Context: an optimization exercise on an open-source flow, tuned for small area, a short achievable clock period and few clock cycles. The choices shown serve that exercise and are no tape-out recipe. Where RTL was checked, it was by simulation tests only, not by an equivalence proof against the original. Power figures rest on the tool's default switching activity, not on a simulated workload.

Design fha_sponge, start of the top module:
module fha_sponge (
    input  wire        clk,
    input  wire        rst,         
    input  wire        bus_we,
    input  wire [1:0]  bus_addr,
    input  wire [31:0] bus_wdata,
    output reg  [31:0] bus_rdata
);
For scale: about 7100 cells after synthesis, ~1500 flip-flops, about 79000 um2 of cells after synthesis.
==> flow/config.mk <==
export PLATFORM = sky130hd
export DESIGN_NAME = fha_sponge
export DESIGN_NICKNAME = fha_sponge
export VERILOG_FILES = /design/flow/design.v
export SDC_FILE = /design/flow/constraint.sdc
export NUM_CORES = 8
export LEC_CHECK = 0
export ABC_CLOCK_PERIOD_IN_PS = 9000
export CAP_MARGIN = 30
export CORE_MARGIN = 2
export CORE_UTILIZATION = 40
export SLEW_MARGIN = 30
==> flow/constraint.sdc <==
create_clock -name core_clock -period 20.0 [get_ports {clk}]
set_input_delay 4.0000 -clock core_clock [delete_from_list [all_inputs] [get_ports {clk}]]
set_output_delay 4.0000 -clock core_clock [all_outputs]
set_load 0.01 [all_outputs]
standard.sh (not shown) runs the stock make flow with config.mk's settings and CLKGATE_MAP_FILE= SYNTH_SCRIPT=/design/flow/synth_recipe.tcl, a recipe that flattens the netlist after the stock synthesis.
==> flow/flow/run.sh <==
#!/bin/bash
# Standard layout, with timing repair aiming for a setup slack of 11 ns
# (a tighter target than the 20 ns clock) so the achieved period improves.
set -euo pipefail
bash standard.sh SETUP_SLACK_MARGIN=11 finish > layout.log 2>&1
Then changed:
--- a/flow/design.v
+++ b/flow/design.v
@@ -258,27 +258,27 @@
     reg [63:0] init_lane;
     always @* begin
         case (stp)
             3'd0: init_lane = 64'h0000004141414141;
             3'd1: init_lane = 64'h0000424242424242;
             3'd2: init_lane = 64'h0000434343434343;
             3'd3: init_lane = {56'd0, pend[14:7]};
             default: init_lane = 64'd0;
         endcase
     end
     wire [63:0] a_head = ra[63:0] ^ xa;
     wire [63:0] b_head = rb[63:0] ^ xb;
-    wire [63:0] a_in = perm_step ? xl : init_step ? init_lane : ra[63:0];
+    wire [63:0] a_in = perm_step ? xl : init_step ? init_lane : a_head;
     wire [63:0] b_in = perm_step ? (ra[63:0] ^ f_c ^ tcor[511:448]) :
-                       init_step ? 64'd0 : rb[63:0];
+                       init_step ? 64'd0 : b_head;
     reg [511:0] ra_n, rb_n;
     integer k;
     always @* begin
         ra_n = ra;
         rb_n = rb;
         if (sh_a) begin
             ra_n = {a_in, ra[511:64]};
         end else begin
             ra_n[63:0] = a_head;
             for (k = 0; k < 8; k = k + 1)
                 ra_n[64*k + 63] = ra_n[64*k + 63] ^ p2a[k];
         end
@@ -290,40 +290,40 @@
                 rb_n[64*k + 63] = rb_n[64*k + 63] ^ p2b[k];
         end
     end
     wire perm_last = perm_step && (rnd == 3'd7) && (stp == 3'd7);
     wire init_last = init_step && (stp == 3'd7);
     wire completing = (exec && exec_done) || perm_last || init_last;
     wire accept = cmd_write && (!busy || completing);
     always @(posedge clk) begin
         ra <= ra_n;
         rb <= rb_n;
         xl <= rb[63:0];
         f1a <= f_a;
-        tacc <= soh[0] ? f_c : t_all;    
         f1r <= f_r;
         if (pre_step) begin
             pre  <= 1'b0;
             s1oh <= {s1oh[6:0], s1oh[7]};
         end
         if (sh_a && !perm_step && !init_step) aoff <= aoff + 3'd1;
         if (sh_b && !perm_go && !init_step) boff <= boff + 3'd1;
         if (perm_step) begin
             stp  <= stp + 3'd1;
             soh  <= {soh[6:0], soh[7]};
             if (!soh[7]) s1oh <= {s1oh[6:0], s1oh[7]};
             if (soh[7]) begin
                 rnd <= rnd + 3'd1;
                 pre <= 1'b1;
             end
+            tacc <= soh[0] ? f_c : t_all;
             if (soh[0]) begin
                 a0r <= f1a;
                 b0r <= f_b;
             end
             if (soh[1]) b1r <= f_b;
         end
         if (init_step) stp <= stp + 3'd1;
         rot_a <= exec && lane_end && !head_b;
         rot_b <= exec && lane_end && head_b;
         if (rst) begin
             rot_a  <= 1'b0;
             rot_b  <= 1'b0;
@@ -395,18 +395,20 @@
                 if (exec_done)              fsm <= S_IDLE;
                 else if (exec_perm)         fsm <= S_PERM;
                 else if (is_init)           fsm <= S_INIT;
                 else                        fsm <= S_CMD;
             end else if (accept) begin
                 fsm <= S_CMD;        
             end else if (completing) begin
                 fsm <= S_IDLE;
             end
         end
     end
     wire [31:0] status = {9'd0, outpos, 1'b0, fill, err, rsel, sqz, v, busy};
-    wire rd_status = !bus_addr[1] &&  bus_addr[0];
-    wire rd_dout   =  bus_addr[1] && !bus_addr[0];
     always @* begin
-        bus_rdata = ({32{rd_status}} & status) | ({32{rd_dout}} & {24'd0, dout});
+        case (bus_addr)
+            2'd1:    bus_rdata = status;
+            2'd2:    bus_rdata = {24'd0, dout};
+            default: bus_rdata = 32'd0;
+        endcase
     end
 endmodule
Effect: Routed wire length goes down by 5.1%; total power goes up by 43%; clock skew goes down by 12 ps; via count goes down by about 1.5%; sequential cell count stays the same; final area goes down by 0.49%; synthesized area barely changes; utilization goes down by 0.27 points; clock power is about the same.
Testbench counts after the change, summed over its fixed seeds: cycles 36,595.
No functional check of the RTL was part of the first run of this note.

-- separate check: timing with driven ports --
In the flow no input, the clock included, has a driving cell. The finished layouts below were timed again as built, in two steps. Step 1, drivers: a clkbuf_16 drives clk and a buf_2 each remaining input, both assumed. Step 2 moves the port delays by t, midway between the first and last clock arrival at a register: inputs arrive t later, outputs are due t later. That takes back most of the time a late clock gives input paths. Slacks: ideal / step 1 / step 2; pairs: ideal / step 1.
run	shift t [ns]	setup WS [ns]	latest minus earliest clock arrival (ns)	worst register clock-pin slew, ns
the first run	0.919	10.875 / 10.875 / 10.288	0.074 / 0.074	0.08 / 0.08
the second run	0.926	11.075 / 11.053 / 10.251	0.061 / 0.060	0.08 / 0.08
After both steps setup and hold are still met in every run listed. The setup slack of the second run, which loses most, moves by -0.022 ns with the drivers and by -0.824 ns with both steps.
